This is an optimization exercise on Yosys and OpenROAD, whose aim is small area, not a production implementation.
No functional check of the RTL was part of any run shown here.
The clock cells of run 1 come from the design's own scripts or RTL, not from TritonCTS.
The clock input has no modelled driver; a real chip could not lean on it and would need a root buffer or a full tree.
Power is estimated from default activity; no workload was simulated.

`design/flow/constraint.sdc`:
```
create_clock -name core_clock -period 6.0 [get_ports {clk}]
set_input_delay 1.2000 -clock core_clock [delete_from_list [all_inputs] [get_ports {clk}]]
set_output_delay 1.2000 -clock core_clock [all_outputs]
set_load 0.01 [all_outputs]
```
`design/flow/design.v`:
```
module npc_checksum6 (
    input  wire [47:0] bytes,    
    output wire [7:0]  sum
);
    assign sum = bytes[7:0]   + bytes[15:8]  + bytes[23:16]
               + bytes[31:24] + bytes[39:32] + bytes[47:40];
endmodule
module npc_framer (
    input  wire        clk,
    input  wire        rst,         
    input  wire        clear,
    input  wire        rx_valid,
    input  wire [7:0]  rx_byte,
    output wire        frame_valid,
    output wire [79:0] frame_data
);
    localparam [7:0] HEADER   = 8'hAA;
    localparam [7:0] CMD_MEAS = 8'hC0;
    localparam [7:0] TAIL     = 8'hAB;
    localparam [3:0] S_HUNT = 4'b0000;    
    localparam [3:0] S_CMD  = 4'b0001;    
    localparam [3:0] S_CKS  = 4'b0010;    
    localparam [3:0] S_OK   = 4'b0011;    
    localparam [3:0] S_BAD  = 4'b0100;    
    localparam [3:0] S_P0   = 4'b1000;    
    reg  [3:0]  s;
    reg  [47:0] pay;            
    reg  [7:0]  sum;            
    wire do_clear = rst | clear;
    assign frame_valid = ~do_clear & rx_valid & (s == S_OK) & (rx_byte == TAIL);
    assign frame_data  = {TAIL, sum, pay, CMD_MEAS, HEADER};
    always @(posedge clk) begin
        if (rx_valid & s[3]) begin
            pay <= {rx_byte, pay[47:8]};
            sum <= ((s[2:0] == 3'b000) ? 8'd0 : sum) + rx_byte;
        end
    end
    always @(posedge clk) begin
        if (do_clear) begin
            s <= S_HUNT;
        end else if (rx_valid) begin
            if (s[3]) begin
                if (s[2:0] == 3'b100) s <= S_CKS;
                else                  s <= {1'b1, s[1:0], ~s[2]};
            end else begin
                case (s)
                    S_HUNT:  s <= (rx_byte == HEADER)   ? S_CMD : S_HUNT;
                    S_CMD:   s <= (rx_byte == CMD_MEAS) ? S_P0  : S_HUNT;
                    S_CKS:   s <= (rx_byte == sum)      ? S_OK  : S_BAD;
                    default: s <= S_HUNT;
                endcase
            end
        end
    end
endmodule
module npc_encoder (
    input  wire       clk,
    input  wire       rst,
    input  wire       enc_valid,
    input  wire [2:0] enc_cmd,     
    input  wire       enc_arg,
    output wire       enc_ready,
    output wire       tx_valid,
    output wire [7:0] tx_byte,
    output wire       tx_last,
    input  wire       tx_ready
);
    reg       busy;
    reg [2:0] cmd_q;
    reg       arg_q;
    reg [4:0] idx;        
    reg [7:0] sub, par, par2, cks;
    always @(*) begin
        case (cmd_q)
            3'd0:    {sub, par, par2, cks} = arg_q ? 32'h02010001 : 32'h02010102;
            3'd1:    {sub, par, par2, cks} = arg_q ? 32'h06010005 : 32'h06010106;
            3'd2:    {sub, par, par2, cks} = 32'h05000003;
            3'd3:    {sub, par, par2, cks} = 32'h07000005;
            default: {sub, par, par2, cks} = 32'h04000002;
        endcase
    end
    reg [7:0] b;
    always @(*) begin
        case (idx)
            5'd0:  b = 8'hAA;
            5'd1:  b = 8'hB4;
            5'd2:  b = sub;
            5'd3:  b = par;
            5'd4:  b = par2;
            5'd15: b = 8'hFF;
            5'd16: b = 8'hFF;
            5'd17: b = cks;
            5'd18: b = 8'hAB;
            default: b = 8'h00;
        endcase
    end
    assign enc_ready = ~busy;
    assign tx_valid  = busy;
    assign tx_byte   = b;
    assign tx_last   = (idx == 5'd18);
    always @(posedge clk) begin
        if (rst) begin
            busy <= 1'b0;
            idx  <= 5'd0;
        end else if (!busy) begin
            if (enc_valid && enc_cmd <= 3'd4) begin
                busy  <= 1'b1;
            end
        end else if (tx_ready) begin
            if (idx == 5'd18) begin
                busy <= 1'b0;
                idx  <= 5'd0;
            end else begin
                idx <= idx + 5'd1;
            end
        end
    end
    always @(posedge clk) begin
        if (!busy) begin
            cmd_q <= enc_cmd;
            arg_q <= enc_arg;
        end
    end
endmodule
module npc_core (
    input  wire        clk,
    input  wire        rst,
    input  wire        clear,
    input  wire        rx_valid,
    input  wire [7:0]  rx_byte,
    output wire        frame_valid,
    output wire [79:0] frame_data,
    input  wire        enc_valid,
    input  wire [2:0]  enc_cmd,
    input  wire        enc_arg,
    output wire        enc_ready,
    output wire        tx_valid,
    output wire [7:0]  tx_byte,
    output wire        tx_last,
    input  wire        tx_ready
);
    npc_framer u_framer (
        .clk         (clk),
        .rst         (rst),
        .clear       (clear),
        .rx_valid    (rx_valid),
        .rx_byte     (rx_byte),
        .frame_valid (frame_valid),
        .frame_data  (frame_data)
    );
    npc_encoder u_encoder (
        .clk       (clk),
        .rst       (rst),
        .enc_valid (enc_valid),
        .enc_cmd   (enc_cmd),
        .enc_arg   (enc_arg),
        .enc_ready (enc_ready),
        .tx_valid  (tx_valid),
        .tx_byte   (tx_byte),
        .tx_last   (tx_last),
        .tx_ready  (tx_ready)
    );
endmodule
```
`design/flow/config.mk`:
```
export PLATFORM = sky130hd
export DESIGN_NAME = npc_core
export DESIGN_NICKNAME = npc_core
export VERILOG_FILES = /design/flow/design.v
export SDC_FILE = /design/flow/constraint.sdc
export NUM_CORES = 4
export LEC_CHECK = 0
export CAP_MARGIN = 20
export CORE_MARGIN = 2
export CORE_UTILIZATION = 70
export PLACE_DENSITY = 0.8
export SLEW_MARGIN = 20
```
`design/flow/standard.sh`:
```
#!/bin/bash
# synth_recipe.tcl (not shown) runs the flow's synth.tcl, then flattens the netlist and writes it again
# the make line also repeats each setting of config.mk as NAME=value (left out here)
make -C /OpenROAD-flow-scripts/flow DESIGN_CONFIG=/design/flow/config.mk WORK_HOME=/design/flow/orfs CLKGATE_MAP_FILE= SYNTH_SCRIPT=/design/flow/synth_recipe.tcl "${@:-finish}"
```
`design/flow/flow/clock_groups.tcl`:
```
# Clock tree: the registers are split into NCLK groups by location (k-means);
# each group gets one clock buffer at its centre, driven straight from the
# clock port.
proc kmeans_clock {bufcell k} {
  set block [ord::get_db_block]
  set clk_net [$block findNet clk]
  set pts {}
  foreach it [$clk_net getITerms] {
    set inst [$it getInst]
    set b [$inst getBBox]
    lappend pts [list [expr {([$b xMin] + [$b xMax]) / 2.0}] [expr {([$b yMin] + [$b yMax]) / 2.0}] [$inst getName]/[[$it getMTerm] getName]]
  }
  set pts [lsort -real -index 0 $pts]
  set n [llength $pts]
  # initial centres: spread along x
  set cs {}
  for {set i 0} {$i < $k} {incr i} {
    set p [lindex $pts [expr {int(($i + 0.5) * $n / $k)}]]
    lappend cs [list [lindex $p 0] [lindex $p 1]]
  }
  for {set iter 0} {$iter < 50} {incr iter} {
    set sx {}; set sy {}; set sn {}
    for {set i 0} {$i < $k} {incr i} { lappend sx 0.0; lappend sy 0.0; lappend sn 0 }
    set asg {}
    foreach p $pts {
      set best -1; set bd 1e30
      for {set i 0} {$i < $k} {incr i} {
        set c [lindex $cs $i]
        set d [expr {abs([lindex $p 0] - [lindex $c 0]) + abs([lindex $p 1] - [lindex $c 1])}]
        if {$d < $bd} { set bd $d; set best $i }
      }
      lappend asg $best
      lset sx $best [expr {[lindex $sx $best] + [lindex $p 0]}]
      lset sy $best [expr {[lindex $sy $best] + [lindex $p 1]}]
      lset sn $best [expr {[lindex $sn $best] + 1}]
    }
    set cs {}
    for {set i 0} {$i < $k} {incr i} {
      set m [lindex $sn $i]; if {$m == 0} { set m 1 }
      lappend cs [list [expr {[lindex $sx $i] / $m}] [expr {[lindex $sy $i] / $m}]]
    }
  }
  set dbu [$block getDbUnitsPerMicron]
  for {set i 0} {$i < $k} {incr i} {
    set pins {}
    foreach p $pts a $asg { if {$a == $i} { lappend pins [get_pins [lindex $p 2]] } }
    if {[llength $pins] == 0} continue
    set c [lindex $cs $i]
    set loc [list [expr {[lindex $c 0] / $dbu}] [expr {[lindex $c 1] / $dbu}]]
    set r [insert_buffer -buffer_cell $bufcell -net clk -load_pins $pins -location $loc \
      -buffer_name clkbuf_$i -net_name clknet_$i]
    puts "clock group $i: [llength $pins] sinks, buffer [get_full_name $r] at $loc"
  }
}

# Run as PRE_CTS_TCL: build the clock tree, then turn the TritonCTS call that
# follows in ORFS's cts.tcl into a no-op.
kmeans_clock $::env(CLK_GROUP_BUF) $::env(CLK_GROUPS)
set_propagated_clock [all_clocks]
rename clock_tree_synthesis orig_clock_tree_synthesis
proc clock_tree_synthesis {args} { puts "clock tree built by clock_groups.tcl" }
```
`design/flow/flow/run.sh`:
```
#!/bin/bash
# Standard ORFS layout (the standard.sh), with two changes:
#  - port buffers use the smallest buffer (buf_1) instead of the resizer's default;
#  - clock tree: the registers are split into a few groups by location, each
#    driven by one clock buffer from the clock port (flow/clock_groups.tcl).
# ORFS logs stay in orfs/logs; standard.sh's own output goes to standard.log.
set -euo pipefail
HERE=$(pwd)
bash standard.sh \
  "BUFFER_PORTS_ARGS=-buffer_cell sky130_fd_sc_hd__buf_1" \
  "PRE_CTS_TCL=$HERE/flow/clock_groups.tcl" \
  "CLK_GROUP_BUF=sky130_fd_sc_hd__clkbuf_8" \
  "CLK_GROUPS=4" \
  finish > standard.log 2>&1
```
==> run summary, run 1 <==
DRC = 0
Sw Pwr = 148 uW
CP Data Required Time = 4.80 ns
Cell Int Power = 608 uW
Most common cell on crit path = buf_1
EDFF count, synth = 60
Crit-path cells = buf_1 -> or3b_4 -> nor4_1 -> buf_1
Fmax = 0.282 GHz
# diodes = 0
Row cnt = 24
Worst setup path category = in2out
Setup violators final = 0
Post-CTS setup buffers = 0
Slew @ Worst Pin = 0.569 ns
Critical path capture point type = primary output
Chip width = 72.0 microns
Worst min path class = reg2reg
Routability cong. = 0.883
Dpl cell area = 0.00351 sq mm
Sequential share of the synthesized area = 0.618
Vias in the first global route = 1,868
Pleak = 1.28 nW
First drt pass iteration count = 4
Max-cap viol count = 0
Congestion Overflow GR = 0
Netlist cell types = 52
Mapped Cells = 250
Die area = 0.00519 sq mm
Latest clock arrival within the worst-skew pair = 0.17 ns
Layout cell share with drive strength beyond 1 = 0.0449
Status = complete, no violations
Final min period = 3.55 ns
Drt first-iter violations = 89
Post-synth top area share = 0.556
Synth top cells by count = edfxtp_1 (60), buf_4 (25), nor2_1 (19)
Die Y = 72.0 microns
IO Port Bufs = 85
Area Overhead vs Synth = 10.2%
Final Cycle Share = 0.591
Min Hold Slack = 0.438 ns
# fillers = 260
Vias post-DR = 2,144
Final wirelength = 5800 microns
Antenna Nets Post-Route = 0
CORE AREA = 0.00441 sq mm
Logic pwr share = 0.073
Slew Viols, Final = 0
Critical Path Start Type = primary input
Initial core utilization = 0.734
Main area contributors after synthesis = edfxtp_1 (56%), dfxtp_1 (6.2%), buf_4 (5.8%)
Setup TNS = 0 ns
Synth warn = 2
Peak supply drop = 128 uV
Reg clk slew, reported paths = 0.12 ns
Wire length per cell = 15.0 microns
Arr. time, crit path = 2.35 ns
Unrepaired setup endpoints after global routing = false
Ys async rst share = 0
Crit-path slowest cell = or3b_4
Clock share of power = 0.225
Skew final = 0.0413 ns
Ports = 110
Synthesis-stage register bit count = 70
Mapped Area = 0.00324 sq mm
Largest net degree at the start of global routing = 48
Hold_buf cts = 0
Slowest cell delay on critical path = 0.43 ns
Main synth FF type = edfxtp_1
Sequential Area = 0.00200 sq mm
Initial antenna violation count = 0
Final hold vios = 0
Overall Power = 756 uW
Design Area, Final = 0.00357 sq mm
Max_slew headroom = 0.621
GRT Total Usage = 0.219
Vias per std cell = 5.55
Most common cell in the synthesized netlist = edfxtp_1
Reg power frac = 0.702
Max FO, Critical Path = 4
Synth area leader = edfxtp_1
Post-cts sizing count = 0
First-pass GRT wire length = 9000 microns
Synth Area per Inst = 13.0 sq um
Cell Pwr Density = 212 mW/mm^2
Nets = 366
HPWL after DPL = 4510 microns
Switching share of power = 0.196
Area of the multi-input gates = 0.00106 sq mm
cell families after synthesis:
kind of cell    count (synthesis)  share of synthesized area
compound gates                 38                     0.0858
xor+xnor                       17                     0.0460
fa+ha+maj                      12                     0.0487
buf+inv                        43                     0.0796
flops                          70                      0.618
mux                             1                    0.00309
other cells                     2                    0.00232
simple gates                   67                      0.116
critical path: cells and delay by family:
family	cells	cell delay, ns
buf+inv	2	0.36
simple gates	2	0.79
metrics by stage:
stage | util | instances | worst slack [ns]
after floorplan | - | 272 | 2.76
after global placement | 0.796 | 382 | 2.47
after global routing | 0.808 | 386 | 2.41
after CTS | 0.808 | 386 | 2.45
after detailed placement | 0.796 | 382 | 2.46
final | 0.808 | 386 | 2.45
registers in the layout, indices dropped and copies added, names as in the netlist:
signal / count
u_encoder.arg_q: 1
u_framer.pay: 48
u_encoder.busy: 1
u_framer.s: 4
u_framer.sum: 8
u_encoder.cmd_q: 3
u_encoder.idx: 5
power groups by stage:
stage / clock network [mW] / logic (mW) / registers, mW
floorplan: 0 / 0.0497 / 0.541
global placement: 0 / 0.0526 / 0.542
detailed placement: 0 / 0.0546 / 0.542
CTS: 0.171 / 0.0548 / 0.531
global route: 0.186 / 0.0626 / 0.532
finish: 0.170 / 0.0554 / 0.531
routing by layer:
layer	global-route usage	share of wire
met5	0	0
met4	0.0252	0.013
met3	0.0222	0.066
met2	0.384	0.49
met1	0.310	0.43
placed cells by master, fill, tap and decap left out, types with 3 or more instances in the layout:
master / n
ha_1: 11
conb_1: 24
clkbuf_8: 4
nand2_1: 10
buf_1: 85
xnor2_1: 7
dfxtp_1: 10
o21ai_0: 6
nor2_1: 19
xor2_1: 10
nand2b_1: 3
a31oi_1: 3
inv_1: 14
o21a_1: 3
or3_1: 3
edfxtp_1: 60
and3_1: 3
a21oi_1: 7
and2_1: 6
nand3_1: 7
worst paths after layout:
check / from / to / slack [ns] / cells after the start
hold / removal: u_framer.pay[23] / u_framer.pay[15] / 0.44 / 0
setup / recovery: rx_byte[7] / frame_valid / 2.45 / 4
setup reg to reg: u_framer.s[0] / u_framer.sum[7] / 3.37 / 7
hold reg to reg: u_framer.pay[23] / u_framer.pay[15] / 0.44 / 0
cell type report, without the clock buffers:
type	instances	area share
multi-input cells	159	0.298
repair buffers	86	0.0915
flip-flops and latches	70	0.561
inverters	15	0.0158
well taps	52	0.0182
==> run 2, diff against run 1 <==
==> design/flow/run.sh (new file) <==
#!/bin/bash
# synth_recipe.tcl (not shown) runs the flow's synth.tcl, then flattens the netlist and writes it again
# the make line also repeats each setting of config.mk as NAME=value (left out here)
make -C /OpenROAD-flow-scripts/flow DESIGN_CONFIG=/design/flow/config.mk WORK_HOME=/design/flow/orfs CLKGATE_MAP_FILE= SYNTH_SCRIPT=/design/flow/synth_recipe.tcl finish
--- a/design/flow/config.mk
+++ b/design/flow/config.mk
@@ -7,6 +7,5 @@
 export LEC_CHECK = 0
 export CAP_MARGIN = 20
 export CORE_MARGIN = 2
-export CORE_UTILIZATION = 70
-export PLACE_DENSITY = 0.8
+export CORE_UTILIZATION = 40
 export SLEW_MARGIN = 20
removed: design/flow/flow/run.sh
removed: design/flow/flow/clock_groups.tcl
removed: design/flow/standard.sh
==> run summary, run 2 <==
Layout cell share with drive strength beyond 1 = 0.0780 (+0.0331)
Latest clock arrival within the worst-skew pair = 0.33 ns (+0.16 ns)
Row cnt = 32 (+33%)
Peak supply drop = 115 uV (-10%)
Main area contributors after synthesis = edfxtp_1 (56%), dfxtp_1 (6.2%), buf_4 (5.8%)
Post-CTS setup buffers = 0 (unchanged)
Design Area, Final = 0.00433 sq mm (+21%)
Synthesis-stage register bit count = 70 (unchanged)
Hold_buf cts = 0 (unchanged)
Slew Viols, Final = 0 (unchanged)
First drt pass iteration count = 4 (unchanged)
Initial core utilization = 0.417 (-0.317)
Max FO, Critical Path = 4 (unchanged)
First-pass GRT wire length = 9620 microns (+6.8%)
CORE AREA = 0.00777 sq mm (+76%)
Drt first-iter violations = 62 (-30%)
Mapped Area = 0.00324 sq mm (unchanged)
Initial antenna violation count = 0 (unchanged)
Most common cell on crit path = clkdlybuf4s50_1
Commonest non-fill, non-tap cell in the layout = clkdlybuf4s50_1
Post-cts sizing count = 0 (unchanged)
Wire length per cell = 13.7 microns (-8.9%)
Critical path capture point type = primary output
Most common cell in the synthesized netlist = edfxtp_1
Die Y = 94.0 microns (+30%)
Min Hold Slack = 0.453 ns (+0.0150 ns)
Dpl cell area = 0.00411 sq mm (+17%)
Area share of xor/xnor cells in the synthesized design = 0.0460 (unchanged)
Most frequent cells in the layout = clkdlybuf4s50_1 (85), edfxtp_1 (60), conb_1 (24)
Chip width = 94.0 microns (+30%)
Slowest cell delay on critical path = 0.60 ns (+0.17 ns)
Clock share of power = 0.407 (+0.182)
Status = complete, no violations
Setup TNS = 0 ns (unchanged)
Switching share of power = 0.214 (+0.0174)
Slew @ Worst Pin = 0.690 ns (+0.121 ns)
Max clock buf depth = 2
Critical Path Start Type = primary input
Synth warn = 2 (unchanged)
# diodes = 0 (unchanged)
Crit path max-delay family = buffers and inverters
Ys async rst share = 0 (unchanged)
Max_slew headroom = 0.540 (-0.0809)
Reg clk slew, reported paths = 0.07 ns (-0.05 ns)
Synth Area in Compound Gates = 0.0858 (unchanged)
CTS tree = built
Biggest regs = u_framer.pay x48, u_framer.sum x8, u_encoder.idx x5
Worst setup path category = in2out
Arr. time, crit path = 3.10 ns (+0.75 ns)
Skew final = 0.00602 ns (-0.0353 ns)
Cell Int Power = 794 uW (+31%)
Final min period = 4.30 ns (+0.754 ns)
CTS H-tree depth = 3
GRT Total Usage = 0.144 (-0.0743)
Netlist cell types = 52 (unchanged)
Synth area leader = edfxtp_1
Num CTS Buffers = 9
Vias in the first global route = 2,034 (+8.9%)
Final Cycle Share = 0.717 (+0.126)
CTS Sinks = 70
Logic pwr share = 0.067 (-0.006)
Largest register FFs = 48 (unchanged)
Antenna Nets Post-Route = 0 (unchanged)
Die area = 0.00883 sq mm (+70%)
Adder-Cell Fraction of Synth Area = 0.0487 (unchanged)
HPWL after DPL = 4580 microns (+1.7%)
Synth top cells by count = edfxtp_1 (60), buf_4 (25), nor2_1 (19)
Unrepaired setup endpoints after global routing = false
Pleak = 1.59 nW (+24%)
WP buf/inv = 2 (unchanged)
Clk root buf = clkbuf_8
Crit-path cells = clkdlybuf4s50_1 -> or3b_4 -> nor4_1 -> clkdlybuf4s50_1
Fmax = 0.233 GHz (-18%)
Cell Pwr Density = 233 mW/mm^2 (+10%)
Main synth FF type = edfxtp_1
Congestion Overflow GR = 0 (unchanged)
Synth Area per Inst = 13.0 sq um (unchanged)
Routability cong. = 0.798 (-9.7%)
Largest net degree at the start of global routing = 56 (+17%)
Final wirelength = 6130 microns (+5.7%)
Main combinational cell family by area after synthesis = simple AND/OR/NAND/NOR gates
Sequential share of the synthesized area = 0.618 (unchanged)
CP Data Required Time = 4.80 ns (about the same)
Synth Area in Simple Gates = 0.116 (unchanged)
IO Port Bufs = 85 (unchanged)
Post-synth top area share = 0.556 (unchanged)
Vias per std cell = 4.79 (-14%)
Crit-path slowest cell = clkdlybuf4s50_1
Mux cell area share after synthesis = 0.00309 (unchanged)
Area Overhead vs Synth = 33.7%
Sw Pwr = 216 uW (+45%)
DRC = 0 (unchanged)
Vias post-DR = 2,145 (+0.047%)
Top reg by flops = u_framer.pay
Worst min path class = reg2reg
Setup violators final = 0 (unchanged)
Mapped Cells = 250 (unchanged)
EDFF count, synth = 60 (unchanged)
Nets = 371 (+1.4%)
Final hold vios = 0 (unchanged)
Reg power frac = 0.526 (-0.176)
Ports = 110 (unchanged)
Max-cap viol count = 0 (unchanged)
-- run 2: cell counts after synthesis --
No cell type changed its count.
-- run 2: path summary, 6_finish.rpt --
| path | slack, ns | from | endpoint | cells past startpoint |
|---|---|---|---|---|
| worst max register to register | 3.37 | u_framer.s[0] | u_framer.sum[7] | 7 |
| worst min register to register | 0.45 | u_framer.pay[34] | u_framer.pay[26] | 0 |
| worst max-delay path | 1.70 | rx_byte[7] | frame_valid | 4 |
| worst min-delay path | 0.45 | u_framer.pay[34] | u_framer.pay[26] | 0 |
-- run 2: through the flow --
step                      worst slack, ns  std cells  power (mW)   util
after global placement               1.66        432       0.608  0.529
after CTS                            1.67        448        1.03  0.557
final                                1.70        448        1.01  0.557
after detailed placement             1.69        432       0.610  0.529
after global routing                 1.61        448        1.05  0.557
after floorplan                      2.76        272       0.591      -
-- run 2: metal layers --
metal	GRT usage	part of all wire	up-vias
li1	-	-	1038
met1	0.169	0.43	1002
met2	0.231	0.47	94
met3	0.0457	0.078	11
met4	0.0857	0.023	0
met5	0	0	-
-- run 2: area by class of cell --
| cell class | count | area (sq um) |
|---|---|---|
| timing repair buffer | 86 | 858 |
| clock buffer | 9 | 124 |
| multi-input combinational | 159 | 1060 |
| inverter | 15 | 56.3 |
| sequential | 70 | 2000 |
| fill | 682 | 3440 |
| tap | 102 | 128 |
| clock inverter | 7 | 97.6 |
-- run 2: power groups by stage --
stage,Sequential [mW],Clock (mW),Combinational (mW)
finish,0.531,0.411,0.0676
global route,0.531,0.446,0.0751
CTS,0.530,0.427,0.0680
detailed placement,0.542,0,0.0680
global placement,0.542,0,0.0668
floorplan,0.541,0,0.0497
-- run 2: cell families after synthesis --
family,Yosys count
other,2
AO/OA/AOI/OAI,38
flip-flops,70
adder cells (fa/ha/maj),12
XOR/XNOR,17
multiplexers,1
buffers and inverters,43
AND/OR/NAND/NOR,67
==> run 3, diff against run 2 <==
==> design/flow/flow/run.sh (new file) <==
#!/bin/bash
# Standard ORFS layout (the standard.sh), with two changes:
#  - port buffers use the smallest buffer (buf_1) instead of the resizer's default;
#  - clock tree: one buffer type, large sink clusters, no dummy loads.
set -euo pipefail
CTS="-sink_clustering_enable -repair_clock_nets -dont_use_dummy_load -buf_list sky130_fd_sc_hd__clkbuf_16 -sink_clustering_size 100 -sink_clustering_max_diameter 500"
bash standard.sh \
  "BUFFER_PORTS_ARGS=-buffer_cell sky130_fd_sc_hd__buf_1" \
  "CTS_ARGS=$CTS" \
  finish > standard.log 2>&1
==> design/flow/standard.sh (new file) <==
#!/bin/bash
# synth_recipe.tcl (not shown) runs the flow's synth.tcl, then flattens the netlist and writes it again
# the make line also repeats each setting of config.mk as NAME=value (left out here)
make -C /OpenROAD-flow-scripts/flow DESIGN_CONFIG=/design/flow/config.mk WORK_HOME=/design/flow/orfs CLKGATE_MAP_FILE= SYNTH_SCRIPT=/design/flow/synth_recipe.tcl "${@:-finish}"
removed: design/flow/run.sh
==> run summary, run 3 <==
Status = complete, no violations
Peak supply drop = 149 uV (+29%)
Vias in the first global route = 1,875 (-7.8%)
Vias per std cell = 4.79 (about the same)
Largest register FFs = 48 (unchanged)
Main area contributors after synthesis = edfxtp_1 (56%), dfxtp_1 (6.2%), buf_4 (5.8%)
EDFF count, synth = 60 (unchanged)
Dpl cell area = 0.00357 sq mm (-13%)
Chip width = 94.0 microns (unchanged)
Skew final = 0.0127 ns (+0.00670 ns)
Reg power frac = 0.527 (about the same)
Num CTS Buffers = 9 (unchanged)
Max clock buf depth = 2 (unchanged)
Biggest regs = u_framer.pay x48, u_framer.sum x8, u_encoder.idx x5
Die area = 0.00883 sq mm (unchanged)
Crit. Startpoint = rx_byte[7]
Routability cong. = 0.758 (-4.9%)
Slew @ Worst Pin = 0.673 ns (-0.0171 ns)
Layout cell share with drive strength beyond 1 = 0.0590 (-0.0190)
Cell Int Power = 809 uW (+1.9%)
Synth top cells by count = edfxtp_1 (60), buf_4 (25), nor2_1 (19)
Synth area leader = edfxtp_1
Hold_buf cts = 0 (unchanged)
# diodes = 0 (unchanged)
Synthesis-stage register bit count = 70 (unchanged)
Initial core utilization = 0.417 (unchanged)
First drt pass iteration count = 6 (+2)
Max FO, Critical Path = 4 (unchanged)
HPWL after DPL = 4440 microns (-3.1%)
Fmax = 0.282 GHz (+21%)
Worst R2R Path Depth = 7 (unchanged)
Commonest non-fill, non-tap cell in the layout = buf_1
Synth warn = 2 (unchanged)
Crit path to = frame_valid
Critical Path Start Type = primary input
Nets = 371 (unchanged)
Max_slew headroom = 0.551 (+0.0114)
# fillers = 743 (+8.9%)
Setup violators final = 0 (unchanged)
Overall Power = 1.01 mW (about the same)
Place WS = 2.46 ns (+0.763 ns)
Min Hold Slack = 0.436 ns (-0.0168 ns)
Main combinational cell family by area after synthesis = simple AND/OR/NAND/NOR gates
Most common cell in the synthesized netlist = edfxtp_1
Most frequent cells in the layout = buf_1 (85), edfxtp_1 (60), conb_1 (24)
Logic pwr share = 0.054 (-0.013)
Top reg by flops = u_framer.pay
Sequential Area = 0.00200 sq mm (unchanged)
Mapped Cells = 250 (unchanged)
CTS H-tree depth = 3 (unchanged)
Synth Area per Inst = 13.0 sq um (unchanged)
Adder-Cell Fraction of Synth Area = 0.0487 (unchanged)
Final hold vios = 0 (unchanged)
Reg clk slew, reported paths = 0.06 ns (about the same)
Netlist cell types = 52 (unchanged)
CP Data Required Time = 4.80 ns (about the same)
Row cnt = 32 (unchanged)
Ys async rst share = 0 (unchanged)
Vias post-DR = 2,113 (-1.5%)
Final WS setup = 2.45 ns (+0.754 ns)
DRC = 0 (unchanged)
Drt first-iter violations = 69 (+11%)
Ports = 110 (unchanged)
Clock share of power = 0.419 (+0.012)
Switching share of power = 0.199 (-0.0145)
Critical path capture point type = primary output
Min-delay src = u_framer.pay[36]
Design Area, Final = 0.00380 sq mm (-12%)
Area Overhead vs Synth = 17.3%
Post-cts sizing count = 0 (unchanged)
Synth Area in Compound Gates = 0.0858 (unchanged)
Slew Viols, Final = 0 (unchanged)
Post-synth top area share = 0.556 (unchanged)
CORE AREA = 0.00777 sq mm (unchanged)
Area of the multi-input gates = 0.00106 sq mm (unchanged)
First-pass GRT wire length = 9280 microns (-3.5%)
Sequential share of the synthesized area = 0.618 (unchanged)
Latest clock arrival within the worst-skew pair = 0.33 ns (about the same)
Main synth FF type = edfxtp_1
Reg2reg end = u_framer.sum[7]
Max-cap viol count = 0 (unchanged)
Arr. time, crit path = 2.35 ns (-0.75 ns)
Mapped Area = 0.00324 sq mm (unchanged)
Final wirelength = 5950 microns (-2.9%)
Worst setup path category = in2out
Setup TNS = 0 ns (unchanged)
Wire length per cell = 13.5 microns (-1.4%)
Unrepaired setup endpoints after global routing = false
IO Port Bufs = 85 (unchanged)
Synth Area in Simple Gates = 0.116 (unchanged)
Initial antenna violation count = 0 (unchanged)
Worst min path class = reg2reg
Largest net degree at the start of global routing = 55 (-1.8%)
Post-CTS setup buffers = 0 (unchanged)
Mux cell area share after synthesis = 0.00309 (unchanged)
Sw Pwr = 201 uW (-6.7%)
Cell Pwr Density = 266 mW/mm^2 (+14%)
Pleak = 1.36 nW (-14%)
CTS tree = built
CTS Sinks = 70 (unchanged)
Antenna Nets Post-Route = 0 (unchanged)
Reg2reg start = u_framer.s[0]
Congestion Overflow GR = 0 (unchanged)
GRT Total Usage = 0.141 (-0.00309)
Flop-to-flop setup slack = 3.38 ns (about the same)
Clk root buf = clkbuf_16
Die Y = 94.0 microns (unchanged)
Area share of xor/xnor cells in the synthesized design = 0.0460 (unchanged)
Final Cycle Share = 0.591 (-0.126)
Final min period = 3.55 ns (-0.754 ns)
==> run 3: through the flow <==
step / cells / util
floorplan: 272 / -
global placement: 432 / 0.460
detailed placement: 432 / 0.460
CTS: 441 / 0.489
global route: 441 / 0.489
finish: 441 / 0.489
==> run 3: worst max-delay path, cell delays in order <==
cell and delay [ns]:
buf_1 0.19, or3b_4 0.43, nor4_1 0.32, buf_1 0.19
==> run 3: layer usage <==
layer	routed length, microns	track usage
met5	0	0
met4	96	0.0652
met3	450	0.0538
met2	2750	0.205
met1	2660	0.187
==> run 3: logic make-up (layout without fill, tap and decap cells) <==
group | Yosys count | after routing
adders and majority gates | 12 | 12
muxes | 1 | 1
and+or+nand+nor | 67 | 67
AOI/OAI and AO/OA | 38 | 38
DFF | 70 | 70
other | 2 | 24
xor gates and xnor gates | 17 | 17
buffers and inverters | 43 | 110
==> run 3: power groups by stage <==
stage               clock network (mW)  logic, mW  registers, mW
global route                     0.455     0.0630          0.532
global placement                     0     0.0534          0.542
CTS                              0.437     0.0546          0.532
floorplan                            0     0.0497          0.541
finish                           0.424     0.0545          0.532
detailed placement                   0     0.0544          0.542
==> run 3: how the worst min path moves through the flow <==
| stage | endpoint | cells after the start |
|---|---|---|
| after floorplan | u_framer.s[3] | 1 |
| after global placement | u_framer.pay[31] | 0 |
| after detailed placement | u_framer.pay[23] | 0 |
| after CTS | u_framer.pay[28] | 0 |
| after global routing | u_framer.pay[6] | 0 |
| final | u_framer.pay[28] | 0 |
==> run 3: layout make-up <==
cell class / count / area share
Clock buffer: 9 / 0.0593
Inverter: 15 / 0.0148
Multi-Input combinational cell: 159 / 0.280
Sequential cell: 70 / 0.527
Tap cell: 102 / 0.0336
Timing Repair Buffer: 86 / 0.0859
==> run 4, diff against run 3 <==
==> design/flow/flow/run.sh (replaced) <==
#!/bin/bash
# Standard ORFS layout (the standard.sh), with two changes:
#  - port buffers use the smallest buffer (buf_1) instead of the resizer's default;
#  - clock tree: one clock buffer drives all registers (flow/cts_pre.tcl).
set -euo pipefail
HERE=$(pwd)
bash standard.sh \
  "BUFFER_PORTS_ARGS=-buffer_cell sky130_fd_sc_hd__buf_1" \
  "PRE_CTS_TCL=$HERE/flow/cts_pre.tcl" \
  "ONE_CLKBUF=sky130_fd_sc_hd__clkbuf_16" \
  finish > standard.log 2>&1
==> design/flow/flow/cts_pre.tcl (new file) <==
# Clock tree: a single clock buffer, placed at the centre of the registers,
# drives every register's clock pin (the design has only ~70 registers).
# Runs as PRE_CTS_TCL; the TritonCTS call that follows is turned into a no-op.
set block [ord::get_db_block]
set clk_net [$block findNet clk]
set xs 0
set ys 0
set n 0
foreach it [$clk_net getITerms] {
  set inst [$it getInst]
  set loc [$inst getLocation]
  set xs [expr {$xs + [lindex $loc 0]}]
  set ys [expr {$ys + [lindex $loc 1]}]
  incr n
}
set dbu [$block getDbUnitsPerMicron]
set cx [expr {double($xs) / $n / $dbu}]
set cy [expr {double($ys) / $n / $dbu}]
puts "clock buffer for $n sinks at ($cx, $cy)"
insert_buffer -buffer_cell $::env(ONE_CLKBUF) -net clk -location [list $cx $cy] \
  -buffer_name clkbuf_0_clk -net_name clknet_0_clk
[$block findNet clknet_0_clk] setSigType CLOCK
[$block findNet clk] setSigType CLOCK
set_propagated_clock [all_clocks]
rename clock_tree_synthesis orig_clock_tree_synthesis
proc clock_tree_synthesis {args} { puts "clock tree: single buffer inserted by cts_pre.tcl" }
==> run summary, run 4 <==
Main synth FF type = edfxtp_1
Synth area leader = edfxtp_1
Mapped Cells = 250 (unchanged)
Fail Step = 4_1_cts
Synth Area in Compound Gates = 0.0858 (unchanged)
Sequential share of the synthesized area = 0.618 (unchanged)
IO Port Bufs = 85 (unchanged)
Synth top cells by count = edfxtp_1 (60), buf_4 (25), nor2_1 (19)
Adder-Cell Fraction of Synth Area = 0.0487 (unchanged)
Area share of xor/xnor cells in the synthesized design = 0.0460 (unchanged)
Most common cell in the synthesized netlist = edfxtp_1
Initial core utilization = 0.417 (unchanged)
Main combinational cell family by area after synthesis = simple AND/OR/NAND/NOR gates
HPWL after DPL = 4440 microns (unchanged)
Synth warn = 2 (unchanged)
Chip width = 94.0 microns (unchanged)
Ports = 110 (unchanged)
Place WS = 2.46 ns (unchanged)
Synth Area in Simple Gates = 0.116 (unchanged)
Post-synth top area share = 0.556 (unchanged)
Main area contributors after synthesis = edfxtp_1 (56%), dfxtp_1 (6.2%), buf_4 (5.8%)
Mux cell area share after synthesis = 0.00309 (unchanged)
Row cnt = 32 (unchanged)
Ys async rst share = 0 (unchanged)
Synthesis-stage register bit count = 70 (unchanged)
Netlist cell types = 52 (unchanged)
Die Y = 94.0 microns (unchanged)
EDFF count, synth = 60 (unchanged)
Mapped Area = 0.00324 sq mm (unchanged)
Synth Area per Inst = 13.0 sq um (unchanged)
Stop err = Error: cts.tcl, 6 invalid command name "NULL"
Routability cong. = 0.758 (unchanged)
Status = stopped before the end
==> run 4: cell counts after synthesis <==
Identical to the previous run, type by type.
==> run 4: through the flow <==
| step | cells | hold WS, ns | instance area, sq um | utilization |
|---|---|---|---|---|
| global placement | 432 | 0.427 | 3570 | 0.460 |
| floorplan | 272 | 0.468 | 3320 | - |
| detailed placement | 432 | 0.434 | 3570 | 0.460 |
==> run 4: worst min path at each step <==
stage / from / end / cells past startpoint
floorplan: u_framer.s[2] / u_framer.s[3] / 1
detailed placement: u_framer.pay[31] / u_framer.pay[23] / 0
global placement: u_framer.pay[39] / u_framer.pay[31] / 0
==> run 4: cells by family after synthesis <==
group	Yosys count
AOI/OAI and AO/OA	38
xor gates and xnor gates	17
adders and majority gates	12
buffers and inverters	43
DFF	70
muxes	1
other	2
and+or+nand+nor	67
==> run 4: power by group through the flow <==
stage	sequential, mW	combinational (mW)	clock, mW
floorplan	0.541	0.0497	0
global placement	0.542	0.0534	0
detailed placement	0.542	0.0544	0

what the ideal ports hide:
The flow's constraints put no driver on any port. The routed layouts listed below were extracted and timed again, unchanged, in two steps.
Step 1: set_driving_cell puts a clkbuf_16 on clk and a buf_2 on each other input, an assumption about the parent block.
Step 2, shift: input delay + t, output delay - t, t = (earliest + latest rising clock arrival at the registers) / 2. This alone moves slack from input paths to output paths.
a / b / c = ideal / step 1 / step 2; a / b = the first two.
| run | shift t [ns] | setup WS [ns] | slew at the worst register clock pin (ns) | worst slew at a driven data input, ns | cell pins on the clock port's net |
|---|---|---|---|---|---|
| run 1 | 0.211 | 2.454 / 2.427 / 2.427 | 0.12 / 0.12 | 0.03 | 4 |
| run 2 | 0.360 | 1.700 / 1.678 / 1.678 | 0.08 / 0.08 | 0.03 | 1 |
| run 3 | 0.353 | 2.455 / 2.433 / 2.433 | 0.06 / 0.06 | 0.03 | 1 |
After both steps setup and hold are still met in every run listed. The setup slack of run 1, which loses most, moves by -0.027 ns with the drivers and by -0.027 ns with both steps.
